Background: an optimization exercise with open tools, aiming at small area, a short achievable clock period and few clock cycles. Do not read the settings as production practice. Where RTL was checked, it was by simulation tests only, not by an equivalence proof against the original. Power and IR drop assume default switching activity.

Setup of the previous run:
Design mctp_tx, start of the top module:
module mctp_tx (
    input  wire        clk,
    input  wire        rst,           
    input  wire        start_valid,
    output wire        start_ready,
    input  wire [12:0] cfg_len,       
    input  wire [7:0]  cfg_mtu,       
    input  wire [31:0] cfg_addr,      
    input  wire        cfg_to,        
    input  wire        cfg_pec_xor,   
    input  wire        cfg_mic,       
    input  wire        in_valid,
    output wire        in_ready,
    input  wire [7:0]  in_data,
    output reg         out_valid,
    input  wire        out_ready,
    output reg  [7:0]  out_data,
    output reg         out_sop,       
    output reg         out_eop        
);
Size: roughly 810 cells after synthesis, about 150 flip-flops, about 82 I/O pins.
==> flow/config.mk <==
export PLATFORM = sky130hd
export DESIGN_NAME = mctp_tx
export DESIGN_NICKNAME = mctp_tx
export VERILOG_FILES = /design/flow/design.v
export SDC_FILE = /design/flow/constraint.sdc
export NUM_CORES = 4
export LEC_CHECK = 0
export CAP_MARGIN = 20
export CORE_MARGIN = 2
export CORE_UTILIZATION = 40
export CTS_BUF_LIST = sky130_fd_sc_hd__clkbuf_8
export CTS_CLUSTER_SIZE = 30
export SETUP_SLACK_MARGIN = 2.9
export SLEW_MARGIN = 20
export SYNTH_HIERARCHICAL = 1
export TNS_END_PERCENT = 10
==> flow/constraint.sdc <==
create_clock -name core_clock -period 5.0 [get_ports {clk}]
set_input_delay 1.0000 -clock core_clock [delete_from_list [all_inputs] [get_ports {clk}]]
set_output_delay 1.0000 -clock core_clock [all_outputs]
set_load 0.01 [all_outputs]
standard.sh (not shown) runs the stock make flow with config.mk's settings and CLKGATE_MAP_FILE= SYNTH_SCRIPT=/design/flow/synth_recipe.tcl, a recipe that flattens the netlist after the stock synthesis.
==> flow/flow/run.sh <==
#!/bin/bash
# The standard layout (standard.sh: the standard flow's synthesis and ORFS flow), with the
# port buffers made of sky130_fd_sc_hd__buf_1 cells instead of the default
# delay-buffer cells, and clock tree synthesis without dummy loads.
# make's full output goes to flow_make.log.
set -euo pipefail
export BUFFER_PORTS_ARGS="-buffer_cell sky130_fd_sc_hd__buf_1"
export CTS_ARGS="-sink_clustering_enable -repair_clock_nets -dont_use_dummy_load -buf_list sky130_fd_sc_hd__clkbuf_8 -sink_clustering_size 30"
bash standard.sh > flow_make.log 2>&1
The previous run: done, clean on timing, DRC and antenna
Testbench counts of the previous run, summed over its fixed seeds: cycles 49,716.
#### Input delta (the current run over the previous run)
Settings: a change of TNS_END_PERCENT from 10 to 25.
--- outcome ---
Against the previous run, worst setup slack in the current run came out better.
Going from the previous run to the current run, core utilization moved up, multi-input gate share of the layout cell area level, cell count moved up.
Looking at capturing element of the worst setup path, the crc32[19]$_DFFE_PP_ result is from the previous run; the out_data[0]$_DFFE_PP_ one comes from the current run.

========
Another version of the RTL of mctp_tx (not shown whole).
Size in the first run: ~82 I/O pins.
Settings: LEC_CHECK=0, CAP_MARGIN=20, CORE_MARGIN=2, CORE_UTILIZATION=40, SLEW_MARGIN=20; clock period 5.0 ns.
==> flow/flow/run.sh <==
#!/bin/bash
# The standard layout (standard.sh: the standard flow's synthesis and ORFS flow), with the
# port buffers made of sky130_fd_sc_hd__buf_2 cells instead of the default
# delay-buffer cells. make's full output goes to flow_make.log.
set -euo pipefail
export BUFFER_PORTS_ARGS="-buffer_cell sky130_fd_sc_hd__buf_2"
bash standard.sh > flow_make.log 2>&1
Next try:
==> flow/run.sh (new file) <==
#!/bin/bash
# synth_recipe.tcl (not shown) runs the flow's synth.tcl, then flattens the netlist and writes it again
# the make line also repeats each setting of config.mk as NAME=value (left out here)
make -C /OpenROAD-flow-scripts/flow DESIGN_CONFIG=/design/flow/config.mk WORK_HOME=/design/flow/orfs CLKGATE_MAP_FILE= SYNTH_SCRIPT=/design/flow/synth_recipe.tcl finish
removed: flow/flow/run.sh
removed: flow/standard.sh
Final area goes up by 3.4%.
Worst setup slack gains 180 ps.
Clock power goes down by about 5%.
Wire length goes down by 1.6%.
Function was not checked in any run of this note: the RTL went through the layout flow alone.

========
Setup of exp/indigo:
mctp_tx, a different RTL version from the one above (not shown whole).
Size in the first run: about 150 flip-flops, about 8400 um^2 of cells after synthesis.
clock: 5.0 ns
lec_check: 0
cap_margin: 20
core_margin: 2
core_utilization: 40
place_density: 0.8
setup_slack_margin: 2.8
slew_margin: 20
synth_hierarchical: 1
tns_end_percent: 10
==> flow/flow/run.sh <==
#!/bin/bash
# The standard layout (standard.sh: the standard flow's synthesis and ORFS flow), with the
# port buffers made of sky130_fd_sc_hd__buf_1 cells instead of the default
# delay-buffer cells, and clock tree synthesis without dummy loads.
# make's full output goes to flow_make.log.
set -euo pipefail
export BUFFER_PORTS_ARGS="-buffer_cell sky130_fd_sc_hd__buf_1"
export CTS_ARGS="-sink_clustering_enable -repair_clock_nets -dont_use_dummy_load -buf_list sky130_fd_sc_hd__clkbuf_8 -sink_clustering_size 30"
bash standard.sh > flow_make.log 2>&1
Every stage of the flow completed for exp/indigo, and the final layout passed the timing, DRC and antenna checks.
--- input diff exp/indigo..exp/onyx ---
Settings: PLACE_DENSITY no longer set, was 0.8; TNS_END_PERCENT now 20, was 10; SETUP_SLACK_MARGIN now 3.0, was 2.8.
Results
- [compare] base=exp/indigo new=exp/onyx: sequential cell count neither gained nor lost much, share of total power in the clock network lost 0.5 points, ratio of cells with drive above 1 in the final layout picked up an extra 8.6 points, hold slack picked up an extra 0.013 ns.
- Taking exp/indigo as the reference point, the shortest period the worst path allows of exp/onyx falls by 0.070 ns.
- Going from exp/indigo to exp/onyx, maximum frequency higher, number of buffer and inverter stages on the critical path higher.
- Across both runs, design area was higher for exp/onyx than for exp/indigo.
- exp/indigo → exp/onyx: setup slack up 0.070 ns, largest fanout on the critical path went down by 2, sequential share of layout area fell by 2.8 points.
No run of this note included a check of the RTL's function; only the layout flow was run.

========
== the baseline ==
mctp_tx, a different RTL version from the one above (not shown whole).
For scale: about 840 cells after synthesis, about 150 flip-flops, ~82 I/O pins, roughly 8600 sq um of cells after synthesis.
Settings: LEC_CHECK=0, CAP_MARGIN=20, CORE_MARGIN=2, CORE_UTILIZATION=40, CTS_BUF_LIST=sky130_fd_sc_hd__clkbuf_8, CTS_CLUSTER_SIZE=30, SETUP_SLACK_MARGIN=2.8, SLEW_MARGIN=20, SYNTH_HIERARCHICAL=1, TNS_END_PERCENT=10; clock period 5.0 ns.
==> flow/flow/run.sh <==
#!/bin/bash
# The standard layout (standard.sh: the standard flow's synthesis and ORFS flow), with the
# port buffers made of sky130_fd_sc_hd__buf_1 cells instead of the default
# delay-buffer cells, and clock tree synthesis without dummy loads.
# make's full output goes to flow_make.log.
set -euo pipefail
export BUFFER_PORTS_ARGS="-buffer_cell sky130_fd_sc_hd__buf_1"
export CTS_ARGS="-sink_clustering_enable -repair_clock_nets -dont_use_dummy_load -buf_list sky130_fd_sc_hd__clkbuf_8 -sink_clustering_size 50 -sink_clustering_max_diameter 120"
bash standard.sh > flow_make.log 2>&1
Testbench counts of the baseline, summed over its fixed seeds: cycles 49,716.
## Diff of input files: the candidate against the baseline
diff --git a/flow/flow/run.sh b/flow/flow/run.sh
--- a/flow/flow/run.sh
+++ b/flow/flow/run.sh
@@ -8 +8 @@
-export CTS_ARGS="-sink_clustering_enable -repair_clock_nets -dont_use_dummy_load -buf_list sky130_fd_sc_hd__clkbuf_8 -sink_clustering_size 50 -sink_clustering_max_diameter 120"
+export CTS_ARGS="-sink_clustering_enable -repair_clock_nets -dont_use_dummy_load -buf_list sky130_fd_sc_hd__clkbuf_8 -sink_clustering_size 30"
Comparing the candidate against the baseline, there is no change at all in overall power after layout.
Post-layout utilization of the core came out exactly the same in the candidate and the baseline.
Going from the baseline to the candidate, cell total after placement neither gained nor lost much; count of clock buffers in the final design neither gained nor lost much; H-tree depth reported by CTS neither gained nor lost much; share of cells above drive strength 1 neither gained nor lost much.
Reported for the candidate and the baseline, first-pass GRT wire length turned out identical to the last digit.

========
red:
RTL: one of the versions met above, not the one the previous note started from.
Size: ~810 cells after synthesis, about 82 I/O pins.
Design mctp_tx, start of the top module:
module mctp_tx (
    input  wire        clk,
    input  wire        rst,           
    input  wire        start_valid,
    output wire        start_ready,
    input  wire [12:0] cfg_len,       
    input  wire [7:0]  cfg_mtu,       
    input  wire [31:0] cfg_addr,      
    input  wire        cfg_to,        
    input  wire        cfg_pec_xor,   
    input  wire        cfg_mic,       
    input  wire        in_valid,
    output wire        in_ready,
    input  wire [7:0]  in_data,
    output reg         out_valid,
    input  wire        out_ready,
    output reg  [7:0]  out_data,
    output reg         out_sop,       
    output reg         out_eop        
);
export LEC_CHECK = 0
export CAP_MARGIN = 20
export CORE_MARGIN = 2
export CORE_UTILIZATION = 40
export CTS_BUF_LIST = sky130_fd_sc_hd__clkbuf_8
export CTS_CLUSTER_SIZE = 30
export GPL_ROUTABILITY_DRIVEN = 0
export SETUP_SLACK_MARGIN = 2.8
export SLEW_MARGIN = 20
export SYNTH_HIERARCHICAL = 1
export TNS_END_PERCENT = 40
create_clock -name core_clock -period 5.0 [get_ports {clk}]
==> flow/flow/run.sh <==
#!/bin/bash
# The standard layout (standard.sh: the standard flow's synthesis and ORFS flow), with the
# port buffers made of sky130_fd_sc_hd__buf_1 cells instead of the default
# delay-buffer cells, and clock tree synthesis without dummy loads.
# make's full output goes to flow_make.log.
set -euo pipefail
export BUFFER_PORTS_ARGS="-buffer_cell sky130_fd_sc_hd__buf_1"
export CTS_ARGS="-sink_clustering_enable -repair_clock_nets -dont_use_dummy_load -buf_list sky130_fd_sc_hd__clkbuf_8 -sink_clustering_size 30"
bash standard.sh > flow_make.log 2>&1
Testbench counts of red, summed over its fixed seeds: cycles 49,716.
For blue, these inputs were changed with respect to red:
Settings: SETUP_SLACK_MARGIN: 2.8 -> 2.85; GPL_ROUTABILITY_DRIVEN: 0 -> unset.
- When the final numbers for blue and red were put side by side, the minimum hold slack turned out to be smaller in red.
- Re setup slack: blue is 0.032 ns up on red.
- Re unique cell type count in the Yosys netlist: no difference whatsoever between red and blue.
- Number of rows in the core area came out exactly the same in blue and red.
- red ended up with sky130_fd_sc_hd__xor2_4 as its standard cell with the maximum stage delay on the critical path; blue ended up with sky130_fd_sc_hd__xor2_1.
- Cmp blue vs red: data arrival time of the critical path lower in blue
- Total routed wire length on the met1 layer is lower on red
- Taking red as the reference point, the total leakage power of blue rises by about 4.4%.
- In blue the via density per instance turned out 1.1% higher than in red.
- The area of all placed cells without fillers of blue was inferior to that of red.
- Going from red to blue, the total wire length after detailed routing was found to have gone up by 4.1%.

[port drivers added, routing unchanged]
No port has a modelled driver above. Below, the same layouts with a new extraction and two added sets of constraints.
Step 1: set_driving_cell puts a clkbuf_16 on clk and a buf_2 on each other input, an assumption about the parent block.
Step 2 also shifts input and output timing later by t, the mid clock arrival at the registers, as if the neighbouring blocks saw the same clock.
Three values: ideal, step 1, step 2; two values: the first two.
run	t (ns)	setup slack, ns	worst hold slack (ns)	worst data-port slew with drivers (ns)	cell pins on the clock port's net
the previous run	0.476	2.796 / 2.804 / 2.337	0.459 / 0.459 / 0.459	0.07	1
the current run	0.478	2.799 / 2.799 / 2.402	0.460 / 0.460 / 0.460	0.06	1
the first run of note 2	0.487	1.379 / 1.379 / 1.379	0.529 / 0.529 / 0.529	0.05	1
the second run of note 2	0.472	1.558 / 1.558 / 1.158	0.524 / 0.524 / 0.524	0.04	1
exp/indigo	0.502	2.601 / 2.616 / 2.114	0.449 / 0.449 / 0.449	0.05	1
exp/onyx	0.491	2.671 / 2.664 / 2.173	0.462 / 0.462 / 0.462	0.07	1
the baseline	0.486	2.742 / 2.742 / 2.269	0.461 / 0.461 / 0.461	0.06	1
the candidate	0.486	2.742 / 2.742 / 2.269	0.461 / 0.461 / 0.461	0.06	1
red	0.495	2.766 / 2.770 / 2.275	0.488 / 0.488 / 0.488	0.06	1
blue	0.483	2.798 / 2.823 / 2.340	0.496 / 0.496 / 0.496	0.06	1
After both steps every run listed still meets setup and hold. For exp/onyx, which loses most, drivers alone change the setup slack by -0.007 ns; drivers and shift together by -0.498 ns.
